From an optimization exercise on the open Yosys and OpenROAD flow, aimed at small area, a short achievable clock period and few clock cycles per item; shortcuts taken in it are not production practice.
Function not checked in this run: the RTL went through the layout flow alone.

File: design.v
module csb_crc (
    input  wire        clk,
    input  wire        rst,         
    input  wire        in_valid,
    output wire        in_ready,
    input  wire        in_init,
    input  wire [2:0]  in_nbytes,   
    input  wire [31:0] in_data,
    output wire        idle,
    output wire [31:0] result
);
    localparam [31:0] POLY = 32'hEDB88320;
    reg [31:0] code;       
    reg        pend;       
    reg        part;       
    reg        back;       
    reg [3:0]  left;       
    reg        busy;       
    reg        idle_q;     
    function [31:0] unshift2;
        input [31:0] c;
        integer i;
        reg [31:0] t;
        begin
            t = c;
            for (i = 0; i < 2; i = i + 1)
                t = t[31] ? (((t ^ POLY) << 1) | 32'd1) : (t << 1);
            unshift2 = t;
        end
    endfunction
    wire accept  = in_valid & ~busy & ~rst;
    wire partial = ~in_nbytes[2] & (in_nbytes[1:0] != 2'd0);
    wire clr     = rst | (accept & in_init);
    wire [31:0] b = {in_data[31:24] & {8{accept & in_nbytes[2]}},
                     in_data[23:16] & {8{accept & (in_nbytes[2] | (in_nbytes[1] & in_nbytes[0]))}},
                     in_data[15:8]  & {8{accept & (in_nbytes[2] | in_nbytes[1])}},
                     in_data[7:0]   & {8{accept & (in_nbytes != 3'd0)}}};
    wire [31:0] ns;
    wire n64;
    csb_crc_xor2 u64 (.a(code[2]), .b(code[7]), .y(n64));
    wire n65;
    csb_crc_xor2 u65 (.a(code[0]), .b(code[22]), .y(n65));
    wire n66;
    csb_crc_xor2 u66 (.a(code[4]), .b(n65), .y(n66));
    wire n67;
    csb_crc_xor2 u67 (.a(code[3]), .b(code[6]), .y(n67));
    wire n68;
    csb_crc_xor2 u68 (.a(code[1]), .b(code[23]), .y(n68));
    wire n69;
    csb_crc_xor2 u69 (.a(code[13]), .b(code[29]), .y(n69));
    wire n70;
    csb_crc_xor2 u70 (.a(code[19]), .b(code[27]), .y(n70));
    wire n71;
    csb_crc_xor2 u71 (.a(code[5]), .b(code[8]), .y(n71));
    wire n72;
    csb_crc_xor2 u72 (.a(code[16]), .b(code[28]), .y(n72));
    wire n73;
    csb_crc_xor2 u73 (.a(code[18]), .b(code[30]), .y(n73));
    wire n74;
    csb_crc_xor2 u74 (.a(code[10]), .b(code[26]), .y(n74));
    wire n75;
    csb_crc_xor2 u75 (.a(code[24]), .b(code[25]), .y(n75));
    wire n76;
    csb_crc_xor2 u76 (.a(code[15]), .b(code[31]), .y(n76));
    wire n77;
    csb_crc_xor2 u77 (.a(code[20]), .b(n64), .y(n77));
    wire n78;
    csb_crc_xor2 u78 (.a(code[12]), .b(code[17]), .y(n78));
    wire n79;
    csb_crc_xor2 u79 (.a(code[9]), .b(code[21]), .y(n79));
    wire n80;
    csb_crc_xor2 u80 (.a(code[5]), .b(code[14]), .y(n80));
    wire n81;
    csb_crc_xor2 u81 (.a(code[11]), .b(code[25]), .y(n81));
    wire n82;
    csb_crc_xor2 u82 (.a(code[23]), .b(n72), .y(n82));
    wire n83;
    csb_crc_xor2 u83 (.a(code[4]), .b(code[24]), .y(n83));
    wire n84;
    csb_crc_xor2 u84 (.a(code[11]), .b(n83), .y(n84));
    wire n85;
    csb_crc_xor2 u85 (.a(n68), .b(n70), .y(n85));
    wire n86;
    csb_crc_xor2 u86 (.a(code[12]), .b(code[31]), .y(n86));
    wire n87;
    csb_crc_xor2 u87 (.a(code[14]), .b(code[20]), .y(n87));
    wire n88;
    csb_crc_xor2 u88 (.a(code[27]), .b(n71), .y(n88));
    wire n89;
    csb_crc_xor2 u89 (.a(n69), .b(n73), .y(n89));
    wire n90;
    csb_crc_xor2 u90 (.a(n76), .b(n80), .y(n90));
    wire n91;
    csb_crc_xor2 u91 (.a(code[0]), .b(code[3]), .y(n91));
    wire n92;
    csb_crc_xor2 u92 (.a(code[16]), .b(n66), .y(n92));
    wire n93;
    csb_crc_xor2 u93 (.a(code[2]), .b(n75), .y(n93));
    wire n94;
    csb_crc_xor2 u94 (.a(code[9]), .b(n74), .y(n94));
    wire n95;
    csb_crc_xor2 u95 (.a(code[7]), .b(n75), .y(n95));
    wire n96;
    csb_crc_xor2 u96 (.a(code[29]), .b(n78), .y(n96));
    wire n97;
    csb_crc_xor2 u97 (.a(code[10]), .b(n71), .y(n97));
    wire n98;
    csb_crc_xor2 u98 (.a(code[28]), .b(n67), .y(n98));
    wire n99;
    csb_crc_xor2 u99 (.a(n64), .b(n79), .y(n99));
    wire n100;
    csb_crc_xor2 u100 (.a(code[8]), .b(code[26]), .y(n100));
    wire n101;
    csb_crc_xor2 u101 (.a(code[6]), .b(code[30]), .y(n101));
    wire n102;
    csb_crc_xor2 u102 (.a(code[19]), .b(n76), .y(n102));
    wire n103;
    csb_crc_xor2 u103 (.a(code[13]), .b(n66), .y(n103));
    wire n104;
    csb_crc_xor2 u104 (.a(code[17]), .b(n68), .y(n104));
    wire n105;
    csb_crc_xor2 u105 (.a(code[15]), .b(n84), .y(n105));
    wire n106;
    csb_crc_xor2 u106 (.a(code[30]), .b(n70), .y(n106));
    wire n107;
    csb_crc_xor2 u107 (.a(code[14]), .b(code[21]), .y(n107));
    wire n108;
    csb_crc_xor2 u108 (.a(code[7]), .b(n74), .y(n108));
    wire n109;
    csb_crc_xor2 u109 (.a(code[22]), .b(n85), .y(n109));
    wire n110;
    csb_crc_xor2 u110 (.a(code[1]), .b(code[25]), .y(n110));
    wire n111;
    csb_crc_xor2 u111 (.a(code[5]), .b(n65), .y(n111));
    wire n112;
    csb_crc_xor2 u112 (.a(code[29]), .b(n67), .y(n112));
    wire n113;
    csb_crc_xor2 u113 (.a(n69), .b(n107), .y(n113));
    wire n114;
    csb_crc_xor2 u114 (.a(code[0]), .b(n86), .y(n114));
    wire n115;
    csb_crc_xor2 u115 (.a(code[6]), .b(code[9]), .y(n115));
    wire n116;
    csb_crc_xor2 u116 (.a(n77), .b(n100), .y(n116));
    wire n117;
    csb_crc_xor2 u117 (.a(n82), .b(n87), .y(n117));
    wire n118;
    csb_crc_xor2 u118 (.a(code[1]), .b(code[17]), .y(n118));
    wire n119;
    csb_crc_xor2 u119 (.a(code[18]), .b(n80), .y(n119));
    wire n120;
    csb_crc_xor2 u120 (.a(n73), .b(n81), .y(n120));
    wire n121;
    csb_crc_xor2 u121 (.a(code[21]), .b(n64), .y(n121));
    wire n122;
    csb_crc_xor2 u122 (.a(code[7]), .b(n81), .y(n122));
    wire n123;
    csb_crc_xor2 u123 (.a(code[11]), .b(n93), .y(n123));
    wire n124;
    csb_crc_xor2 u124 (.a(n79), .b(n98), .y(n124));
    wire n125;
    csb_crc_xor2 u125 (.a(code[3]), .b(n73), .y(n125));
    wire n126;
    csb_crc_xor2 u126 (.a(code[24]), .b(n82), .y(n126));
    wire n127;
    csb_crc_xor2 u127 (.a(code[2]), .b(code[12]), .y(n127));
    wire n128;
    csb_crc_xor2 u128 (.a(n70), .b(n89), .y(n128));
    wire n129;
    csb_crc_xor2 u129 (.a(n67), .b(n68), .y(n129));
    wire n130;
    csb_crc_xor2 u130 (.a(n129), .b(n116), .y(n130));
    wire n131;
    csb_crc_xor2 u131 (.a(n92), .b(b[0]), .y(n131));
    csb_crc_xnor2 u132 (.a(n130), .b(n131), .y(ns[0]));
    wire n133;
    csb_crc_xor2 u133 (.a(code[3]), .b(n83), .y(n133));
    wire n134;
    csb_crc_xor2 u134 (.a(n99), .b(n104), .y(n134));
    wire n135;
    csb_crc_xor2 u135 (.a(n88), .b(n133), .y(n135));
    wire n136;
    csb_crc_xor2 u136 (.a(b[1]), .b(n134), .y(n136));
    csb_crc_xnor2 u137 (.a(n135), .b(n136), .y(ns[1]));
    wire n138;
    csb_crc_xor2 u138 (.a(code[9]), .b(code[18]), .y(n138));
    wire n139;
    csb_crc_xor2 u139 (.a(n138), .b(n97), .y(n139));
    wire n140;
    csb_crc_xor2 u140 (.a(n98), .b(n66), .y(n140));
    wire n141;
    csb_crc_xor2 u141 (.a(n93), .b(b[2]), .y(n141));
    wire n142;
    csb_crc_xor2 u142 (.a(n139), .b(n140), .y(n142));
    csb_crc_xor2 u143 (.a(n141), .b(n142), .y(ns[2]));
    wire n144;
    csb_crc_xor2 u144 (.a(code[4]), .b(code[5]), .y(n144));
    wire n145;
    csb_crc_xor2 u145 (.a(code[19]), .b(n68), .y(n145));
    wire n146;
    csb_crc_xor2 u146 (.a(n144), .b(n112), .y(n146));
    wire n147;
    csb_crc_xor2 u147 (.a(n122), .b(n94), .y(n147));
    wire n148;
    csb_crc_xor2 u148 (.a(n145), .b(b[3]), .y(n148));
    wire n149;
    csb_crc_xor2 u149 (.a(n146), .b(n147), .y(n149));
    csb_crc_xor2 u150 (.a(n148), .b(n149), .y(ns[3]));
    wire n151;
    csb_crc_xor2 u151 (.a(code[12]), .b(n101), .y(n151));
    wire n152;
    csb_crc_xor2 u152 (.a(n74), .b(n77), .y(n152));
    wire n153;
    csb_crc_xor2 u153 (.a(n84), .b(n88), .y(n153));
    wire n154;
    csb_crc_xor2 u154 (.a(n151), .b(b[4]), .y(n154));
    wire n155;
    csb_crc_xor2 u155 (.a(n152), .b(n153), .y(n155));
    csb_crc_xor2 u156 (.a(n154), .b(n155), .y(ns[4]));
    wire n157;
    csb_crc_xor2 u157 (.a(code[13]), .b(n114), .y(n157));
    wire n158;
    csb_crc_xor2 u158 (.a(n88), .b(n122), .y(n158));
    wire n159;
    csb_crc_xor2 u159 (.a(n124), .b(b[5]), .y(n159));
    wire n160;
    csb_crc_xor2 u160 (.a(n157), .b(n158), .y(n160));
    csb_crc_xnor2 u161 (.a(n159), .b(n160), .y(ns[5]));
    wire n162;
    csb_crc_xor2 u162 (.a(code[9]), .b(code[10]), .y(n162));
    wire n163;
    csb_crc_xor2 u163 (.a(n69), .b(n91), .y(n163));
    wire n164;
    csb_crc_xor2 u164 (.a(n127), .b(n162), .y(n164));
    wire n165;
    csb_crc_xor2 u165 (.a(n163), .b(n164), .y(n165));
    wire n166;
    csb_crc_xor2 u166 (.a(n117), .b(b[6]), .y(n166));
    csb_crc_xnor2 u167 (.a(n165), .b(n166), .y(ns[6]));
    wire n168;
    csb_crc_xor2 u168 (.a(code[3]), .b(code[10]), .y(n168));
    wire n169;
    csb_crc_xor2 u169 (.a(code[30]), .b(n118), .y(n169));
    wire n170;
    csb_crc_xor2 u170 (.a(n168), .b(n113), .y(n170));
    wire n171;
    csb_crc_xor2 u171 (.a(n169), .b(n105), .y(n171));
    wire n172;
    csb_crc_xor2 u172 (.a(b[7]), .b(n170), .y(n172));
    csb_crc_xnor2 u173 (.a(n171), .b(n172), .y(ns[7]));
    wire n174;
    csb_crc_xor2 u174 (.a(n127), .b(n120), .y(n174));
    wire n175;
    csb_crc_xor2 u175 (.a(n90), .b(n92), .y(n175));
    wire n176;
    csb_crc_xor2 u176 (.a(b[8]), .b(n174), .y(n176));
    csb_crc_xor2 u177 (.a(n175), .b(n176), .y(ns[8]));
    wire n178;
    csb_crc_xor2 u178 (.a(n71), .b(n78), .y(n178));
    wire n179;
    csb_crc_xor2 u179 (.a(n102), .b(n77), .y(n179));
    wire n180;
    csb_crc_xor2 u180 (.a(n178), .b(n103), .y(n180));
    wire n181;
    csb_crc_xor2 u181 (.a(b[9]), .b(n179), .y(n181));
    csb_crc_xor2 u182 (.a(n180), .b(n181), .y(ns[9]));
    wire n183;
    csb_crc_xor2 u183 (.a(code[26]), .b(n99), .y(n183));
    wire n184;
    csb_crc_xor2 u184 (.a(n119), .b(n103), .y(n184));
    wire n185;
    csb_crc_xor2 u185 (.a(b[10]), .b(n183), .y(n185));
    csb_crc_xor2 u186 (.a(n184), .b(n185), .y(ns[10]));
    wire n187;
    csb_crc_xor2 u187 (.a(code[14]), .b(code[15]), .y(n187));
    wire n188;
    csb_crc_xor2 u188 (.a(n67), .b(n187), .y(n188));
    wire n189;
    csb_crc_xor2 u189 (.a(n97), .b(n188), .y(n189));
    wire n190;
    csb_crc_xor2 u190 (.a(n109), .b(b[11]), .y(n190));
    csb_crc_xor2 u191 (.a(n189), .b(n190), .y(ns[11]));
    wire n192;
    csb_crc_xor2 u192 (.a(n115), .b(n82), .y(n192));
    wire n193;
    csb_crc_xor2 u193 (.a(n77), .b(n105), .y(n193));
    wire n194;
    csb_crc_xor2 u194 (.a(b[12]), .b(n192), .y(n194));
    csb_crc_xor2 u195 (.a(n193), .b(n194), .y(ns[12]));
    wire n196;
    csb_crc_xor2 u196 (.a(code[16]), .b(code[21]), .y(n196));
    wire n197;
    csb_crc_xor2 u197 (.a(n91), .b(n196), .y(n197));
    wire n198;
    csb_crc_xor2 u198 (.a(n96), .b(n97), .y(n198));
    wire n199;
    csb_crc_xor2 u199 (.a(n95), .b(n197), .y(n199));
    wire n200;
    csb_crc_xor2 u200 (.a(b[13]), .b(n198), .y(n200));
    csb_crc_xnor2 u201 (.a(n199), .b(n200), .y(ns[13]));
    wire n202;
    csb_crc_xor2 u202 (.a(n100), .b(n115), .y(n202));
    wire n203;
    csb_crc_xor2 u203 (.a(n118), .b(n120), .y(n203));
    wire n204;
    csb_crc_xor2 u204 (.a(n202), .b(n103), .y(n204));
    wire n205;
    csb_crc_xor2 u205 (.a(b[14]), .b(n203), .y(n205));
    csb_crc_xor2 u206 (.a(n204), .b(n205), .y(ns[14]));
    wire n207;
    csb_crc_xor2 u207 (.a(n64), .b(n86), .y(n207));
    wire n208;
    csb_crc_xor2 u208 (.a(n85), .b(n119), .y(n208));
    wire n209;
    csb_crc_xor2 u209 (.a(n94), .b(n207), .y(n209));
    wire n210;
    csb_crc_xor2 u210 (.a(b[15]), .b(n208), .y(n210));
    csb_crc_xor2 u211 (.a(n209), .b(n210), .y(ns[15]));
    wire n212;
    csb_crc_xor2 u212 (.a(code[13]), .b(n72), .y(n212));
    wire n213;
    csb_crc_xor2 u213 (.a(n108), .b(n212), .y(n213));
    wire n214;
    csb_crc_xor2 u214 (.a(n105), .b(n109), .y(n214));
    wire n215;
    csb_crc_xor2 u215 (.a(b[16]), .b(n213), .y(n215));
    csb_crc_xnor2 u216 (.a(n214), .b(n215), .y(ns[16]));
    wire n217;
    csb_crc_xor2 u217 (.a(n96), .b(n88), .y(n217));
    wire n218;
    csb_crc_xor2 u218 (.a(n123), .b(n117), .y(n218));
    wire n219;
    csb_crc_xor2 u219 (.a(b[17]), .b(n217), .y(n219));
    csb_crc_xnor2 u220 (.a(n218), .b(n219), .y(ns[17]));
    wire n221;
    csb_crc_xor2 u221 (.a(code[0]), .b(code[15]), .y(n221));
    wire n222;
    csb_crc_xor2 u222 (.a(code[26]), .b(n75), .y(n222));
    wire n223;
    csb_crc_xor2 u223 (.a(n78), .b(n221), .y(n223));
    wire n224;
    csb_crc_xor2 u224 (.a(n89), .b(n222), .y(n224));
    wire n225;
    csb_crc_xor2 u225 (.a(n223), .b(n124), .y(n225));
    wire n226;
    csb_crc_xor2 u226 (.a(b[18]), .b(n224), .y(n226));
    csb_crc_xor2 u227 (.a(n225), .b(n226), .y(ns[18]));
    wire n228;
    csb_crc_xor2 u228 (.a(code[14]), .b(code[31]), .y(n228));
    wire n229;
    csb_crc_xor2 u229 (.a(n110), .b(n228), .y(n229));
    wire n230;
    csb_crc_xor2 u230 (.a(n108), .b(n229), .y(n230));
    wire n231;
    csb_crc_xor2 u231 (.a(n128), .b(n92), .y(n231));
    wire n232;
    csb_crc_xor2 u232 (.a(b[19]), .b(n230), .y(n232));
    csb_crc_xnor2 u233 (.a(n231), .b(n232), .y(ns[19]));
    wire n234;
    csb_crc_xor2 u234 (.a(code[7]), .b(code[11]), .y(n234));
    wire n235;
    csb_crc_xor2 u235 (.a(code[17]), .b(n67), .y(n235));
    wire n236;
    csb_crc_xor2 u236 (.a(n72), .b(n234), .y(n236));
    wire n237;
    csb_crc_xor2 u237 (.a(n66), .b(n106), .y(n237));
    wire n238;
    csb_crc_xor2 u238 (.a(n90), .b(n235), .y(n238));
    wire n239;
    csb_crc_xor2 u239 (.a(n236), .b(b[20]), .y(n239));
    wire n240;
    csb_crc_xor2 u240 (.a(n237), .b(n238), .y(n240));
    csb_crc_xnor2 u241 (.a(n239), .b(n240), .y(ns[20]));
    wire n242;
    csb_crc_xor2 u242 (.a(code[2]), .b(code[3]), .y(n242));
    wire n243;
    csb_crc_xor2 u243 (.a(code[18]), .b(code[26]), .y(n243));
    wire n244;
    csb_crc_xor2 u244 (.a(code[28]), .b(n76), .y(n244));
    wire n245;
    csb_crc_xor2 u245 (.a(n242), .b(n243), .y(n245));
    wire n246;
    csb_crc_xor2 u246 (.a(n96), .b(n111), .y(n246));
    wire n247;
    csb_crc_xor2 u247 (.a(n244), .b(n245), .y(n247));
    wire n248;
    csb_crc_xor2 u248 (.a(b[21]), .b(n246), .y(n248));
    csb_crc_xnor2 u249 (.a(n247), .b(n248), .y(ns[21]));
    wire n250;
    csb_crc_xor2 u250 (.a(code[22]), .b(n128), .y(n250));
    wire n251;
    csb_crc_xor2 u251 (.a(n116), .b(b[22]), .y(n251));
    csb_crc_xor2 u252 (.a(n250), .b(n251), .y(ns[22]));
    wire n253;
    csb_crc_xor2 u253 (.a(code[8]), .b(code[23]), .y(n253));
    wire n254;
    csb_crc_xor2 u254 (.a(code[28]), .b(code[31]), .y(n254));
    wire n255;
    csb_crc_xor2 u255 (.a(n79), .b(n87), .y(n255));
    wire n256;
    csb_crc_xor2 u256 (.a(n91), .b(n253), .y(n256));
    wire n257;
    csb_crc_xor2 u257 (.a(n254), .b(n106), .y(n257));
    wire n258;
    csb_crc_xor2 u258 (.a(n255), .b(n256), .y(n258));
    wire n259;
    csb_crc_xor2 u259 (.a(b[23]), .b(n257), .y(n259));
    csb_crc_xnor2 u260 (.a(n258), .b(n259), .y(ns[23]));
    wire n261;
    csb_crc_xor2 u261 (.a(code[8]), .b(n74), .y(n261));
    wire n262;
    csb_crc_xor2 u262 (.a(n76), .b(n99), .y(n262));
    wire n263;
    csb_crc_xor2 u263 (.a(n112), .b(n261), .y(n263));
    wire n264;
    csb_crc_xor2 u264 (.a(n126), .b(b[24]), .y(n264));
    wire n265;
    csb_crc_xor2 u265 (.a(n262), .b(n263), .y(n265));
    csb_crc_xor2 u266 (.a(n264), .b(n265), .y(ns[24]));
    wire n267;
    csb_crc_xor2 u267 (.a(code[27]), .b(code[20]), .y(n267));
    wire n268;
    csb_crc_xor2 u268 (.a(code[29]), .b(n101), .y(n268));
    wire n269;
    csb_crc_xor2 u269 (.a(n267), .b(n104), .y(n269));
    wire n270;
    csb_crc_xor2 u270 (.a(n94), .b(n268), .y(n270));
    wire n271;
    csb_crc_xor2 u271 (.a(n123), .b(b[25]), .y(n271));
    wire n272;
    csb_crc_xor2 u272 (.a(n269), .b(n270), .y(n272));
    csb_crc_xnor2 u273 (.a(n271), .b(n272), .y(ns[25]));
    wire n274;
    csb_crc_xor2 u274 (.a(code[11]), .b(code[27]), .y(n274));
    wire n275;
    csb_crc_xor2 u275 (.a(code[28]), .b(n74), .y(n275));
    wire n276;
    csb_crc_xor2 u276 (.a(n75), .b(n86), .y(n276));
    wire n277;
    csb_crc_xor2 u277 (.a(n274), .b(n121), .y(n277));
    wire n278;
    csb_crc_xor2 u278 (.a(n125), .b(n275), .y(n278));
    wire n279;
    csb_crc_xor2 u279 (.a(n276), .b(b[26]), .y(n279));
    wire n280;
    csb_crc_xor2 u280 (.a(n277), .b(n278), .y(n280));
    csb_crc_xnor2 u281 (.a(n279), .b(n280), .y(ns[26]));
    wire n282;
    csb_crc_xor2 u282 (.a(code[6]), .b(n69), .y(n282));
    wire n283;
    csb_crc_xor2 u283 (.a(n72), .b(n81), .y(n283));
    wire n284;
    csb_crc_xor2 u284 (.a(n77), .b(n114), .y(n284));
    wire n285;
    csb_crc_xor2 u285 (.a(n85), .b(n282), .y(n285));
    wire n286;
    csb_crc_xor2 u286 (.a(n283), .b(b[27]), .y(n286));
    wire n287;
    csb_crc_xor2 u287 (.a(n284), .b(n285), .y(n287));
    csb_crc_xnor2 u288 (.a(n286), .b(n287), .y(ns[27]));
    wire n289;
    csb_crc_xor2 u289 (.a(n101), .b(n78), .y(n289));
    wire n290;
    csb_crc_xor2 u290 (.a(n66), .b(n113), .y(n290));
    wire n291;
    csb_crc_xor2 u291 (.a(n289), .b(n126), .y(n291));
    wire n292;
    csb_crc_xor2 u292 (.a(b[28]), .b(n290), .y(n292));
    csb_crc_xnor2 u293 (.a(n291), .b(n292), .y(ns[28]));
    wire n294;
    csb_crc_xor2 u294 (.a(n65), .b(n104), .y(n294));
    wire n295;
    csb_crc_xor2 u295 (.a(n89), .b(n90), .y(n295));
    wire n296;
    csb_crc_xor2 u296 (.a(n95), .b(b[29]), .y(n296));
    wire n297;
    csb_crc_xor2 u297 (.a(n294), .b(n295), .y(n297));
    csb_crc_xor2 u298 (.a(n296), .b(n297), .y(ns[29]));
    wire n299;
    csb_crc_xor2 u299 (.a(code[4]), .b(code[22]), .y(n299));
    wire n300;
    csb_crc_xor2 u300 (.a(n87), .b(n299), .y(n300));
    wire n301;
    csb_crc_xor2 u301 (.a(n102), .b(n125), .y(n301));
    wire n302;
    csb_crc_xor2 u302 (.a(n95), .b(n300), .y(n302));
    wire n303;
    csb_crc_xor2 u303 (.a(b[30]), .b(n301), .y(n303));
    csb_crc_xnor2 u304 (.a(n302), .b(n303), .y(ns[30]));
    wire n305;
    csb_crc_xor2 u305 (.a(n67), .b(n110), .y(n305));
    wire n306;
    csb_crc_xor2 u306 (.a(n102), .b(n111), .y(n306));
    wire n307;
    csb_crc_xor2 u307 (.a(n121), .b(n305), .y(n307));
    wire n308;
    csb_crc_xor2 u308 (.a(b[31]), .b(n306), .y(n308));
    csb_crc_xnor2 u309 (.a(n307), .b(n308), .y(ns[31]));
    wire [31:0] nk = ~(({32{~clr}} & (back ? ~unshift2(~code) : code)) ^ b);
    wire [31:0] code_n;
    genvar k;
    generate
        for (k = 0; k < 32; k = k + 1) begin : g_pick
            csb_crc_pick u (.s(pend & ~clr), .na(ns[k]), .nb(nk[k]), .y(code_n[k]));
        end
    endgenerate
    always @(posedge clk)
        code <= code_n;
    reg       pend_n, part_n, back_n, busy_n;
    reg [3:0] left_n;
    always @(*) begin
        pend_n = accept & (in_nbytes != 3'd0);
        part_n = accept & partial;
        if (rst) begin
            back_n = 1'b0;
            busy_n = 1'b0;
            left_n = 4'd0;
        end else if (accept) begin
            back_n = 1'b0;
            busy_n = partial;
            left_n = {~in_nbytes[1:0], 2'b00} + 4'd4;
        end else begin
            back_n = (pend & part) | (back & (left != 4'd1));
            busy_n = busy & ~(back & (left == 4'd1));
            left_n = left - {3'd0, back};
        end
    end
    always @(posedge clk) begin
        pend   <= pend_n;
        part   <= part_n;
        back   <= back_n;
        busy   <= busy_n;
        left   <= left_n;
        idle_q <= ~(pend_n | back_n);
    end
    assign in_ready = ~busy;
    assign idle     = idle_q;
    assign result   = code;
endmodule
module csb_crc_xor2 (
    input  wire a,
    input  wire b,
    output wire y
);
    assign y = a ^ b;
endmodule
module csb_crc_xnor2 (
    input  wire a,
    input  wire b,
    output wire y
);
    assign y = ~(a ^ b);
endmodule
module csb_crc_pick (
    input  wire s,
    input  wire na,
    input  wire nb,
    output wire y
);
    assign y = ~(s ? na : nb);
endmodule
File: flow/run.sh
#!/bin/bash
# Standard layout, with plain buf_1 cells as the port buffers.
export BUFFER_PORTS_ARGS="-buffer_cell sky130_fd_sc_hd__buf_1"
bash standard.sh > standard.log 2>&1
File: standard.sh
#!/bin/bash
# synth_recipe.tcl (not shown) runs the flow's synth.tcl, then flattens the netlist and writes it again
# the make line also repeats each setting of config.mk as NAME=value (left out here)
make -C /OpenROAD-flow-scripts/flow DESIGN_CONFIG=/design/flow/config.mk WORK_HOME=/design/flow/orfs CLKGATE_MAP_FILE= SYNTH_SCRIPT=/design/flow/synth_recipe.tcl "${@:-finish}"
File: config.mk
export PLATFORM = sky130hd
export DESIGN_NAME = csb_crc
export DESIGN_NICKNAME = csb_crc
export VERILOG_FILES = /design/flow/design.v
export SDC_FILE = /design/flow/constraint.sdc
export NUM_CORES = 4
export LEC_CHECK = 0
export CAP_MARGIN = 20
export CORE_MARGIN = 2
export CORE_UTILIZATION = 40
export CTS_BUF_LIST = sky130_fd_sc_hd__clkbuf_4 sky130_fd_sc_hd__clkbuf_8
export CTS_CLUSTER_DIAMETER = 100
export CTS_CLUSTER_SIZE = 30
export SETUP_SLACK_MARGIN = 2.7
export SLEW_MARGIN = 20
export SYNTH_HIERARCHICAL = 1
File: constraint.sdc
create_clock -name core_clock -period 5.0 [get_ports {clk}]
set_input_delay 1.0000 -clock core_clock [delete_from_list [all_inputs] [get_ports {clk}]]
set_output_delay 1.0000 -clock core_clock [all_outputs]
set_load 0.01 [all_outputs]
==> run notes <==
[registers in the layout (all words and copies together) (netlist names)]
signal,cells
idle_q,1
back,1
code,32
busy,1
left,4
pend,1
part,1
[synthesized netlist by cell type, types with 2 or more instances]
cell and count:
xor2_1 232, xnor2_1 61, mux2i_1 58, dfxtp_1 41, nor2_1 34, and2_1 16, and2_2 16, inv_1 8
nand2_1 8, a31oi_1 6, buf_2 6, nand3_1 6, or3_1 6, nor3_1 5, ha_1 4, buf_6 3
clkbuf_1 3, a211oi_1 2
[layout make-up]
type,instances,area [um^2],share of cell area
clock buffers,7,90.09,0.01522
clock inverters,1,30.03,0.005072
inverters,8,30.03,0.005072
multi-input cells,468,4278,0.7225
flip-flops and latches,41,850.8,0.1437
well taps,143,178.9,0.03022
repair buffers,89,462.9,0.07819
[cells by family (layout without fill, tap and decap cells)]
| family | after synthesis | in the layout | synth area share |
|---|---|---|---|
| XOR/XNOR | 294 | 294 | 0.5407 |
| multiplexers | 58 | 58 | 0.1216 |
| adder cells (fa/ha/maj) | 4 | 4 | 0.01048 |
| AO/OA/AOI/OAI | 14 | 15 | 0.02384 |
| flip-flops | 41 | 41 | 0.1719 |
| AND/OR/NAND/NOR | 96 | 97 | 0.1079 |
| buffers and inverters | 21 | 105 | 0.02358 |
[worst min-delay path by stage]
stage / depth (start not counted) / end / slack (ns) / from
global route: 3 / left[0] / 0.62 / left[0]
detailed placement: 3 / left[0] / 0.57 / left[0]
finish: 3 / left[0] / 0.57 / left[0]
floorplan: 3 / left[0] / 0.52 / left[0]
global placement: 3 / left[0] / 0.55 / left[0]
CTS: 3 / left[0] / 0.58 / left[0]
[report_power, final]
part | internal (mW) | switching, mW
Sequential | 0.422 | 0.293
Clock | 0.168 | 0.129
Combinational | 1.74 | 2.22
[metal layers]
layer  up-vias  part of all wire
li1       1827                 -
met1      1883              0.44
met2       126              0.49
met3        25             0.044
met4         0             0.030
met5         -                 0
[per-module statistics from Yosys, one instance, submodules excluded]
module         flip-flops and latches  area [um^2]  cells inside  times used
csb_crc_pick                        0        10.01             1          32
csb_crc                            41         2301           250           1
csb_crc_xor2                        0        8.758             1         228
csb_crc_xnor2                       0        8.758             1          18
[what timing repair did]
action / CTS / global route
buffers inserted: 4 / 9
gates resized for setup: 41 / 55
pin swaps: 5 / 10
setup endpoints to repair: 33 / 31
cloned: 1 / 1
==> results_dict.tcl <==
set metrics [dict create \
    gp_congestion 0.9590 \
    power.total_mw 4.968 \
    synth-edff-count 0 \
    crit_path_max_incr_delay_ns 0.74 \
    final_common_cell "xor2_1" \
    first_pass_iters 16 \
    fin_crit_sh 0.4543 \
    area_growth_pct 23.97 \
    cts_tree "yes" \
    slew_headroom 0.5203 \
    drc 0 \
    dp_hpwl_mm 10.83 \
    coreArea_um2 11520 \
    power.leakage_nw 2.543 \
    cp.required_ns 4.00 \
    dieArea_um2 12830 \
    setup_slack_ns 2.728 \
    met1_usage 0.2954 \
    grt_overflow 0 \
    finalSetupViolCount 0 \
    fin_hold_ws_ns 0.5747 \
    netlist.area_leader.share 0.4255 \
    ir_worst_vdd_mv 0.2535 \
    skew_ns 0.01058 \
    die_x_um 113.3 \
    syn_nets 571 \
    hold_class "reg -> reg" \
    cap_violations 0 \
    path_class "reg -> out" \
    cp-startpoint "code[18]" \
    io_buffer_count 72 \
    fin_cells 757 \
    worstMarginPinSlew_ns 0.7160 \
    antenna_found_initial 0 \
    crit_family "flip-flops" \
    reg2reg_depth 6 \
    worstSkewPairLatency_ns 0.32 \
    antenna_left 0 \
    dp_slack_ns 1.848 \
    clock-root-buffer "clkbuf_8" \
    timing.rr.start "code[16]" \
    busiest_layer "met2" \
    grt_pass1_vias 3939 \
    drive_above_1_share 0.1971 \
    grt_use_met3 0.03428 \
    drt_wl_total_mm 15.00 \
    yosysTopAreaCell "xor2_1" \
    clock-sinks 41 \
    ios 73 \
    yosysSeqAreaShare 0.1719 \
    syn_area_per_cell_um2 9.045 \
    first_iter_violations 321 \
    arrival_ns 1.27 \
    track_usage 0.2300 \
    numCtsBuffers 5 \
    grt_max_degree 37 \
    post-route-util 0.5141 \
    critPathCaptureType "output pin" \
    rrSetupSlack_ns 2.77 \
    syn_inst 528 \
    crit_cells 1 \
    rsz0062_at_grt "true" \
    htree_levels 2 \
    timing_hold_violations_final 0 \
    ys.flop_type "dfxtp_1" \
    ys_seq_elements 41 \
    start_util 0.4147 \
    ys_warn_count 7 \
    cts_buffer_depth 2 \
    netlist_area_um2 4776 \
    final_cell_area_um2 5921 \
    max_freq_mhz 440.2 \
    num_rows 39 \
    netlist-cell-type-count 31 \
    async_flop_share 0 \
    worstSetupStartpointType "flip-flop" \
    fp.dieH_um 113.3 \
    critical_path.cell_chain "buf_1" \
    tns_ns 0 \
    vias 3861 \
    placed_cells 734 \
    worstPathMaxFanout 8 \
    num_antenna_cells 0 \
    layout_common_cells "xor2_1 (193), buf_1 (70), xnor2_1 (61)" \
    vias_per_cell 5.100 \
    slew_violations 0 \
    path_clk_slew_ns 0.09 \
    timing.rr.end "code[24]" \
    fin_crit_ns 2.272 \
    cpMaxStageDelayCell "dfxtp_1" \
    grt_util_met2 0.3888 \
    status "timing/DRC/antenna clean" \
    fin_nets 656 \
    worst-path-buf-inv 1 \
    grt_pass1_wl_mm 22.41 \
    place_area_um2 5181 \
    wl_per_cell_um 19.81 \
    p_per_area_nw_per_um2 839.1 \
    crit_end "result[18]" \
    cts_hold_buf 0 \
    n_fill_cell 1099 \
    synthTopCellsByArea "xor2_1 (43%), dfxtp_1 (17%), mux2i_1 (12%)" \
]

-- what the ideal ports hide --
Ports are ideal in the flow. The routed layout listed here was re-timed in OpenROAD.
Step 1: set_driving_cell puts a clkbuf_16 on clk and a buf_2 on each other input, an assumption about the parent block.
Step 2 moves the port delays by t, midway between the first and last clock arrival at a register: inputs arrive t later, outputs are due t later. That takes back most of the time a late clock gives input paths.
a / b / c = no drivers / after step 1 / after step 2; a / b = the first two.
t (ns): 0.344
setup slack, ns: 2.728 / 2.696 / 2.380
clock arrival spread, ns: 0.011 / 0.011
After both steps this run still meets setup and hold. For this run, drivers alone change the setup slack by -0.032 ns; drivers and shift together by -0.348 ns.
